This design comes from an exercise in tuning for a short achievable clock period and few clock cycles per item on the open sky130 flow, not from production work. The RTL was checked by simulation tests, not by an equivalence proof against the original design. No driver is modelled on the clock port, so clock power and skew are understated where the tree is cut down; a real chip needs a root buffer or a tree. Power and IR drop assume default switching activity.

==> flow/design.v (excerpt) <==
module fht8v_ook_codec (
  input  wire        clk,
  input  wire        rst,
  input  wire        enc_in_valid,
  output wire        enc_in_ready,
  input  wire [47:0] enc_in_msg,
  output wire        enc_out_valid,
  input  wire        enc_out_ready,
  output wire [7:0]  enc_out_byte,
  output wire        enc_out_last,
  input  wire        dec_in_valid,
  output wire        dec_in_ready,
  input  wire [7:0]  dec_in_byte,
  input  wire        dec_in_last,
  input  wire        dec_in_strict,
  output wire        dec_out_valid,
  input  wire        dec_out_ready,
  output wire [47:0] dec_out_msg,
  output wire [1:0]  dec_out_err
);
Size: ~460 flip-flops.
Settings: LEC_CHECK=0, ABC_CLOCK_PERIOD_IN_PS=2000, CAP_MARGIN=20, CORE_MARGIN=2, CORE_UTILIZATION=65, CTS_BUF_LIST=sky130_fd_sc_hd__clkbuf_16 sky130_fd_sc_hd__clkbuf_8, CTS_CLUSTER_DIAMETER=60, CTS_CLUSTER_SIZE=24, SETUP_SLACK_MARGIN=3.0, SLEW_MARGIN=20, SYNTH_MEMORY_MAX_BITS=65536; clock period 5.0 ns.
run.sh (not shown) runs the stock make flow with config.mk's settings and CLKGATE_MAP_FILE= SYNTH_SCRIPT=/design/flow/synth_recipe.tcl, a recipe that flattens the netlist after the stock synthesis.
Testbench counts at the start, summed over its fixed seeds: cycles 33,878, items 768.
Then changed:
Settings changed: SETUP_SLACK_MARGIN 3.0 to 3.6.
Effect:
- This time the run ended with an error in 5_1_grt
- area after synthesis stays the same
- synthesized cell count does not change
Then changed:
Settings changed: CTS_BUF_LIST sky130_fd_sc_hd__clkbuf_16 sky130_fd_sc_hd__clkbuf_8 to unset, CTS_CLUSTER_DIAMETER 60 to unset, CTS_CLUSTER_SIZE 24 to unset, SETUP_SLACK_MARGIN 3.6 to 3.0.
Outcome: The new run went through all stages and came out clean; synthesized area does not change; synthesized cell count is unchanged.

========
Setup of lagoon:
fht8v_ook_codec, a different RTL version from the one above (not shown whole).
Size: roughly 530 flip-flops, roughly 22,000 sq um of cells after synthesis.
Design fht8v_ook_codec, start of the top module:
module fht8v_ook_codec (
  input  wire        clk,
  input  wire        rst,
  input  wire        enc_in_valid,
  output wire        enc_in_ready,
  input  wire [47:0] enc_in_msg,
  output wire        enc_out_valid,
  input  wire        enc_out_ready,
  output wire [7:0]  enc_out_byte,
  output wire        enc_out_last,
  input  wire        dec_in_valid,
  output wire        dec_in_ready,
  input  wire [7:0]  dec_in_byte,
  input  wire        dec_in_last,
  input  wire        dec_in_strict,
  output wire        dec_out_valid,
  input  wire        dec_out_ready,
  output wire [47:0] dec_out_msg,
  output wire [1:0]  dec_out_err
);
  ook_encoder u_enc (
    .clk(clk), .rst(rst),
    .in_valid(enc_in_valid), .in_ready(enc_in_ready), .in_msg(enc_in_msg),
    .out_valid(enc_out_valid), .out_ready(enc_out_ready),
    .out_byte(enc_out_byte), .out_last(enc_out_last)
  );
  ook_decoder u_dec (
    .clk(clk), .rst(rst),
    .in_valid(dec_in_valid), .in_ready(dec_in_ready), .in_byte(dec_in_byte),
    .in_last(dec_in_last), .in_strict(dec_in_strict),
    .res_valid(dec_out_valid), .res_ready(dec_out_ready),
    .res_msg(dec_out_msg), .res_err(dec_out_err)
  );
endmodule
clock: 5.0 ns
lec_check: 0
abc_clock_period_in_ps: 1500
cap_margin: 20
core_margin: 2
core_utilization: 72
cts_buf_list: sky130_fd_sc_hd__clkbuf_16 sky130_fd_sc_hd__clkbuf_8
cts_cluster_diameter: 60
cts_cluster_size: 24
setup_slack_margin: 3.3
slew_margin: 20
standard.sh (not shown) runs the stock make flow with config.mk's settings and CLKGATE_MAP_FILE= SYNTH_SCRIPT=/design/flow/synth_recipe.tcl, a recipe that flattens the netlist after the stock synthesis.
==> flow/flow/run.sh <==
#!/bin/bash
set -euo pipefail
export PRE_CTS_TCL="$PWD/flow/mytree.tcl"
export MT_GROUP=24
export MT_ROOTS=4
bash standard.sh > standard_flow.log 2>&1
==> flow/flow/mytree.tcl <==
rename clock_tree_synthesis __triton_cts
proc mt_split {items ngroups} {
  # split items ({iterm x y}) into ngroups groups of about equal size by
  # cutting at the median of the longer side, recursively
  if {$ngroups <= 1} { return [list $items] }
  set xs [lmap i $items {lindex $i 1}]
  set ys [lmap i $items {lindex $i 2}]
  set dx [expr {[tcl::mathfunc::max {*}$xs] - [tcl::mathfunc::min {*}$xs]}]
  set dy [expr {[tcl::mathfunc::max {*}$ys] - [tcl::mathfunc::min {*}$ys]}]
  set idx [expr {$dx >= $dy ? 1 : 2}]
  set sorted [lsort -integer -index $idx $items]
  set n [llength $sorted]
  set left [expr {$ngroups / 2}]
  set cut [expr {int(round(double($n) * $left / $ngroups))}]
  return [concat [mt_split [lrange $sorted 0 [expr {$cut - 1}]] $left] \
                 [mt_split [lrange $sorted $cut end] [expr {$ngroups - $left}]]]
}
proc mt_center {items} {
  set sx 0; set sy 0
  foreach s $items { set sx [expr {$sx + [lindex $s 1]}]; set sy [expr {$sy + [lindex $s 2]}] }
  set n [llength $items]
  return [list [expr {int($sx / $n)}] [expr {int($sy / $n)}]]
}
proc mt_buf {block master name innet outnet x y} {
  set inst [odb::dbInst_create $block $master $name]
  [$inst findITerm A] connect $innet
  [$inst findITerm X] connect $outnet
  $inst setLocation $x $y
  $inst setPlacementStatus PLACED
  return $inst
}
proc clock_tree_synthesis {args} {
  set gmax $::env(MT_GROUP)
  set nroots $::env(MT_ROOTS)
  set block [ord::get_db_block]
  set db [ord::get_db]
  set master [$db findMaster sky130_fd_sc_hd__clkbuf_16]
  set clk [$block findNet clk]
  set items {}
  foreach it [$clk getITerms] {
    set bb [[$it getInst] getBBox]
    lappend items [list $it [expr {([$bb xMin] + [$bb xMax]) / 2}] [expr {([$bb yMin] + [$bb yMax]) / 2}]]
  }
  set n [llength $items]
  set nleaves [expr {int(ceil(double($n) / $gmax))}]
  # leaves per root, rounded up to a whole number per root
  set per [expr {int(ceil(double($nleaves) / $nroots))}]
  set nleaves [expr {$per * $nroots}]
  set regions [mt_split $items $nroots]
  puts "mytree: $n sinks, $nroots roots, $per leaves per root"
  set li 0
  set ri 0
  foreach reg $regions {
    set rnet [odb::dbNet_create $block clknet_root_$ri]
    $rnet setSigType CLOCK
    set groups [mt_split $reg $per]
    set leafpos {}
    foreach g $groups {
      set net [odb::dbNet_create $block clknet_leaf_$li]
      $net setSigType CLOCK
      foreach s $g {
        set it [lindex $s 0]
        $it disconnect
        $it connect $net
      }
      lassign [mt_center $g] gx gy
      mt_buf $block $master cts_leaf_$li $rnet $net $gx $gy
      lappend leafpos [list {} $gx $gy]
      puts "mytree: root $ri leaf $li: [llength $g] sinks at [expr {$gx / 1000.0}] [expr {$gy / 1000.0}]"
      incr li
    }
    lassign [mt_center $leafpos] rx ry
    mt_buf $block $master cts_root_$ri $clk $rnet $rx $ry
    incr ri
  }
  $clk setSigType CLOCK
  set_propagated_clock [all_clocks]
}
Testbench counts of lagoon, summed over its fixed seeds: cycles 33,894, items 768.
diff inputs: lagoon => fjord
Settings: CORE_UTILIZATION: 72 -> 65.
### Flow results
- Against lagoon, the final cell area of fjord is lower.
- Taking lagoon as the reference, in fjord number of cells after detailed placement up about 2.2%, clock transition time at the flip-flop clock pins of the worst setup and hold paths has remained practically unchanged, sequential share of cell area held steady.
- Slowest cell on the critical path = sky130_fd_sc_hd__or2_4: fjord; slowest cell on the critical path = sky130_fd_sc_hd__dfxtp_2: lagoon
- fjord: relative contribution of combinational cells to total power 0.5 points below lagoon
- From fjord to lagoon, count of buffers inserted at the top-level ports did not move at all.
The inputs of tundra differ from those of fjord as listed below.
Settings: a change of CORE_UTILIZATION from 65 to 55.
==> flow/flow/run.sh <==
#!/bin/bash
set -euo pipefail
export PRE_CTS_TCL="$PWD/flow/mytree.tcl"
export MT_GROUP=24
export MT_ROOTS=4
export MT_BUF=sky130_fd_sc_hd__buf_12
bash standard.sh > standard_flow.log 2>&1
diff --git a/flow/flow/mytree.tcl b/flow/flow/mytree.tcl
--- a/flow/flow/mytree.tcl
+++ b/flow/flow/mytree.tcl
@@ -35,5 +35,5 @@
   set block [ord::get_db_block]
   set db [ord::get_db]
-  set master [$db findMaster sky130_fd_sc_hd__clkbuf_16]
+  set master [$db findMaster $::env(MT_BUF)]
   set clk [$block findNet clk]
   set items {}
## What came out
Going from fjord to tundra, routed wire length dropped 6.1%; post-route cell area has decreased; worst setup slack after layout moved up; via count fell 3.8%.
--- input diff tundra..quartz ---
Settings: a change of SETUP_SLACK_MARGIN from 3.3 to 3.5.
Placed cell area was lower in the run labelled tundra.
Worst setup path endpoint = dec_out_msg[43]: quartz; worst setup path endpoint = u_dec.rmsg[21]: tundra
Between quartz and tundra, it is quartz whose violation count after the first detailed-routing iteration is higher, by 77%.
Final period demand of the worst path in quartz is 0.024 ns below tundra.
No run of this note takes its clock network from TritonCTS; it comes from the design's own scripts or RTL.

port drivers added, routing unchanged:
The results above use ideal ports. As a check the final layouts listed here were re-extracted and re-timed, cells and wires unchanged.
Step 1: set_driving_cell puts a clkbuf_16 on clk and a buf_2 on each other input, an assumption about the parent block.
Step 2 times the ports against the registers' clock, not the clock port: input delays grow and output delays shrink by t, the midpoint of the rising clock arrivals with the driver on.
Slacks: no drivers / after step 1 / after step 2; pairs: no drivers / after step 1.
| run | t, ns | slack for setup (ns) | pins driven straight from the clock port |
|---|---|---|---|
| the first run of note 1 | 0.581 | 2.956 / 2.918 / 2.464 | 1 |
| the third run of note 1 | 0.593 | 2.862 / 2.862 / 2.492 | 1 |
| lagoon | 0.465 | 3.110 / 2.995 / 2.724 | 4 |
| fjord | 0.459 | 3.112 / 3.037 / 2.735 | 4 |
| tundra | 0.416 | 3.180 / 3.090 / 2.841 | 4 |
| quartz | 0.428 | 3.204 / 3.081 / 2.873 | 4 |
After both steps every run listed still meets setup and hold. For the first run of note 1, which loses most, drivers alone change the setup slack by -0.038 ns; drivers and shift together by -0.492 ns.
